Context: an optimization exercise on an open-source flow, tuned for small area, a short achievable clock period and few clock cycles. The choices shown serve that exercise and are no tape-out recipe. The RTL was checked by simulation tests, not by an equivalence proof against the original design. No activity file was given, so power comes from the tool's default toggle rates.

Design stele_codec, start of the top module:
module stele_codec (
    input  wire        clk,
    input  wire        rst,
    input  wire        cmd_valid,
    output wire        cmd_ready,
    input  wire        cmd_op,         
    input  wire [31:0] pal0,
    input  wire [31:0] pal1,
    input  wire [31:0] pal2,
    input  wire [1:0]  pal_n,
    input  wire [15:0] width,
    input  wire [15:0] height,
    input  wire [31:0] npix,
    input  wire        px_valid,
    output wire        px_ready,
    input  wire [31:0] px_data,
    output wire        bo_valid,
    input  wire        bo_ready,
    output wire [7:0]  bo_data,
    input  wire        bi_valid,
    output wire        bi_ready,
    input  wire        bi_eos,
    input  wire [7:0]  bi_data,
    output wire        po_valid,
    input  wire        po_ready,
    output wire [31:0] po_data,
    output wire        busy,
    output reg         done,
    output reg         err,
    output wire [3:0]  err_kind,
    output reg  [2:0]  err_detail
);
Size: about 270 I/O pins.
==> flow/config.mk <==
export PLATFORM = sky130hd
export DESIGN_NAME = stele_codec
export DESIGN_NICKNAME = stele_codec
export VERILOG_FILES = /design/flow/design.v
export SDC_FILE = /design/flow/constraint.sdc
export NUM_CORES = 4
export LEC_CHECK = 0
export CAP_MARGIN = 20
export CORE_MARGIN = 2
export CORE_UTILIZATION = 40
export SLEW_MARGIN = 20
==> flow/constraint.sdc <==
create_clock -name core_clock -period 10.0 [get_ports {clk}]
set_input_delay 2.0000 -clock core_clock [delete_from_list [all_inputs] [get_ports {clk}]]
set_output_delay 2.0000 -clock core_clock [all_outputs]
set_load 0.01 [all_outputs]
standard.sh (not shown) runs the stock make flow with config.mk's settings and CLKGATE_MAP_FILE= SYNTH_SCRIPT=/design/flow/synth_recipe.tcl, a recipe that flattens the netlist after the stock synthesis.
==> flow/flow/run.sh <==
#!/bin/bash
set -euo pipefail
export BUFFER_PORTS_ARGS="-buffer_cell sky130_fd_sc_hd__buf_2"
export SETUP_SLACK_MARGIN=6.5
bash standard.sh finish > standard_flow.log 2>&1
The starting point produced a clean layout.
Testbench counts at the start, summed over its fixed seeds: cycles 95,056.
==> next run, changes <==
==> flow/flow/run.sh (replaced) <==
#!/bin/bash
set -euo pipefail
export BUFFER_PORTS_ARGS="-buffer_cell sky130_fd_sc_hd__buf_2"
export SETUP_SLACK_MARGIN=6.0
bash standard.sh finish > standard_flow.log 2>&1
- CTS_CLUSTER_DIAMETER: default -> 100
- CTS_CLUSTER_SIZE: default -> 30
After rerunning: The changed run went through all stages and came out clean. Synthesized area does not change. Total power went down by 8.8%. Clock-buffer cell count shrinks by 12. Core utilization fell by 2.5 points. Routed wire length goes down by 1.3%. Final area drops by 5.1%. Via count went down by 3.8%. Register-to-register slack loses 0.30 ns. Non-clock buffer count shrinks by 32.
==> next run, changes <==
==> flow/flow/run.sh (replaced) <==
#!/bin/bash
# Layout flow: the standard ORFS flow, with the port buffers that
# buffer_ports inserts made plain sky130 buffers.
set -euo pipefail
export BUFFER_PORTS_ARGS="-buffer_cell sky130_fd_sc_hd__buf_2"
bash standard.sh finish > standard_flow.log 2>&1
- ABC_CLOCK_PERIOD_IN_PS: default -> 3000
- CTS_CLUSTER_DIAMETER: 100 -> default
- CTS_CLUSTER_SIZE: 30 -> default
- SETUP_SLACK_MARGIN: default -> 5
What happened: Wire length falls by 2.3%. Worst setup slack is worse by 0.63 ns. Non-clock buffer count falls by 18. Power rises by 6.4%. Via count hardly moves.

---

stele_codec, a different RTL version from the one above (not shown whole).
Size in the first run: ~1,400 cells after synthesis, about 210 flip-flops, ~14,000 µm² of cells after synthesis.
Settings: LEC_CHECK=0, CAP_MARGIN=20, CORE_MARGIN=2, CORE_UTILIZATION=40, CTS_CLUSTER_DIAMETER=100, CTS_CLUSTER_SIZE=30, SLEW_MARGIN=20; clock period 10.0 ns.
==> flow/flow/run.sh <==
#!/bin/bash
set -euo pipefail
export BUFFER_PORTS_ARGS="-buffer_cell sky130_fd_sc_hd__buf_1"
export SETUP_SLACK_MARGIN=6.0
bash standard.sh finish > standard_flow.log 2>&1
Testbench counts at the start, summed over its fixed seeds: cycles 95,184.
Next try:
==> flow/flow/run.sh (replaced) <==
#!/bin/bash
set -euo pipefail
export BUFFER_PORTS_ARGS="-buffer_cell sky130_fd_sc_hd__buf_1"
export SETUP_SLACK_MARGIN=6.1
export SETUP_REPAIR_SEQUENCE="unbuffer,sizedown,sizeup,swap"
bash standard.sh finish > standard_flow.log 2>&1
Outcome:
- flip-flop and latch count does not change
- via count goes up by 0.98%
- setup slack improves by 0.027 ns
- die area does not change
- core utilization came out higher by 0.48 points
- cell area climbs by 1.0%
Next try:
==> flow/flow/run.sh (replaced) <==
#!/bin/bash
set -euo pipefail
export BUFFER_PORTS_ARGS="-buffer_cell sky130_fd_sc_hd__buf_1"
export SETUP_SLACK_MARGIN=6.0
export CTS_ARGS="-sink_clustering_enable -repair_clock_nets -sink_clustering_size 30 -sink_clustering_max_diameter 100 -distance_between_buffers 2000 -branching_point_buffers_distance 2000"
bash standard.sh finish > standard_flow.log 2>&1
After rerunning: The changed run went through all stages and came out clean. Clock-buffer cell count came out lower by 1. Non-clock buffer count drops by 8. Maximum frequency came out lower by 0.68%. Clock power shrinks by about 2%. Utilization came out lower by 0.48 points.

---

juniper:
Starting RTL as in the previous note.
// stele_codec
module stele_codec (
    input  wire        clk,
    input  wire        rst,
    input  wire        cmd_valid,
    output wire        cmd_ready,
    input  wire        cmd_op,         
    input  wire [31:0] pal0,
    input  wire [31:0] pal1,
    input  wire [31:0] pal2,
    input  wire [1:0]  pal_n,
    input  wire [15:0] width,
    input  wire [15:0] height,
    input  wire [31:0] npix,
    input  wire        px_valid,
    output wire        px_ready,
    input  wire [31:0] px_data,
    output wire        bo_valid,
    input  wire        bo_ready,
    output wire [7:0]  bo_data,
    input  wire        bi_valid,
    output wire        bi_ready,
    input  wire        bi_eos,
    input  wire [7:0]  bi_data,
    output wire        po_valid,
    input  wire        po_ready,
    output wire [31:0] po_data,
    output wire        busy,
    output reg         done,
    output reg         err,
    output wire [3:0]  err_kind,
    output reg  [2:0]  err_detail
);
export LEC_CHECK = 0
export CAP_MARGIN = 20
export CORE_MARGIN = 2
export CORE_UTILIZATION = 40
export CTS_CLUSTER_DIAMETER = 100
export CTS_CLUSTER_SIZE = 30
export SLEW_MARGIN = 20
create_clock -name core_clock -period 10.0 [get_ports {clk}]
==> flow/flow/run.sh <==
#!/bin/bash
set -euo pipefail
export BUFFER_PORTS_ARGS="-buffer_cell sky130_fd_sc_hd__buf_1"
export SETUP_SLACK_MARGIN=5.9
bash standard.sh finish > standard_flow.log 2>&1
juniper: done, clean on timing, DRC and antenna
Testbench counts of juniper, summed over its fixed seeds: cycles 95,184.
Relative to juniper, the following input files were edited for onyx:
==> flow/flow/run.sh <==
#!/bin/bash
set -euo pipefail
export BUFFER_PORTS_ARGS="-buffer_cell sky130_fd_sc_hd__buf_1"
export SETUP_SLACK_MARGIN=5.8
bash standard.sh finish > standard_flow.log 2>&1
Findings:
Of juniper and onyx, the lower critical path's largest stage delay belongs to onyx. The measured slew at the worst slew-check pin of onyx falls short of that of juniper by 0.052 ns. The max-capacitance violation count on onyx is in line with that on juniper. Per the comparison of onyx with juniper, final critical-path setup slack now smaller; power barely changed; first-iteration DRC count grew by 9.6%; final cycle utilization of the critical path +0.80 points.
diff inputs: onyx => ember
==> flow/flow/run.sh <==
#!/bin/bash
set -euo pipefail
export BUFFER_PORTS_ARGS="-buffer_cell sky130_fd_sc_hd__buf_1"
export SETUP_SLACK_MARGIN=6.2
bash standard.sh finish > standard_flow.log 2>&1
## What came out
ember vs. onyx: sum of met3 wire segment lengths after detailed routing went up by about 10%.
Delta(static leakage power, ember - onyx) > 0
On final cell count: ember sits above onyx.
#### Input delta (maple over ember)
==> flow/flow/run.sh <==
#!/bin/bash
set -euo pipefail
export BUFFER_PORTS_ARGS="-buffer_cell sky130_fd_sc_hd__buf_1"
export SETUP_SLACK_MARGIN=6.0
export CTS_ARGS="-sink_clustering_enable -repair_clock_nets -sink_clustering_size 30 -sink_clustering_max_diameter 100 -balance_levels -wire_unit 100"
bash standard.sh finish > standard_flow.log 2>&1
--- outcome ---
maple reached the end of the flow, and the finished layout is clean on the timing, DRC and antenna checks.
maple vs ember: number of buffers and inverters on the critical path up
Per the comparison of maple with ember, die area about even, clock-buffer cell count rose 1, count of nets left with antenna violations after detail routing about even.
Status: net count after synthesis parity (ember, maple)
Relative to ember, maple improves clock power.
Leakage dissipation, maple vs ember: down by a few percent

port drivers added, routing unchanged:
In the flow no input, the clock included, has a driving cell. The finished layouts below were timed again as built, in two steps. Step 1 (the two cells are an assumption about what drives the block):
set clk [get_ports {clk}]
set_driving_cell -lib_cell sky130_fd_sc_hd__clkbuf_16 $clk
set_driving_cell -lib_cell sky130_fd_sc_hd__buf_2 [delete_from_list [all_inputs] $clk]
Step 2 moves the port delays by t, midway between the first and last clock arrival at a register: inputs arrive t later, outputs are due t later. That takes back most of the time a late clock gives input paths. Slacks: ideal ports / drivers / drivers and shift; pairs: ideal ports / drivers.
run | shift t [ns] | slack for setup (ns) | worst setup path at the end | latest minus earliest clock arrival (ns) | worst register clock-pin slew, ns
the first run of note 1 | 0.611 | 6.064 / 6.011 / 5.992 | input to register | 0.014 / 0.013 | 0.07 / 0.07
the second run of note 1 | 0.562 | 6.013 / 5.959 / 5.711 | input to register | 0.038 / 0.037 | 0.12 / 0.12
the third run of note 1 | 0.609 | 5.385 / 5.332 / 5.522 | input to register | 0.033 / 0.033 | 0.07 / 0.07
the first run of note 2 | 0.542 | 6.071 / 6.017 / 5.613 | input to register | 0.046 / 0.046 | 0.11 / 0.11
the second run of note 2 | 0.541 | 6.097 / 6.044 / 5.732 | input to register | 0.020 / 0.020 | 0.11 / 0.11
the third run of note 2 | 0.542 | 6.071 / 6.017 / 5.613 | input to register | 0.046 / 0.046 | 0.11 / 0.11
juniper | 0.558 | 5.961 / 5.907 / 5.431 | input to register | 0.033 / 0.033 | 0.12 / 0.12
onyx | 0.558 | 5.881 / 5.826 / 5.410 | input to register | 0.033 / 0.033 | 0.12 / 0.12
ember | 0.544 | 6.118 / 6.064 / 5.729 | input to register | 0.039 / 0.040 | 0.12 / 0.12
maple | 0.542 | 6.068 / 6.014 / 5.612 | input to register | 0.044 / 0.044 | 0.11 / 0.11
After both steps setup and hold are still met in every run listed. The setup slack of juniper, which loses most, moves by -0.054 ns with the drivers and by -0.530 ns with both steps.
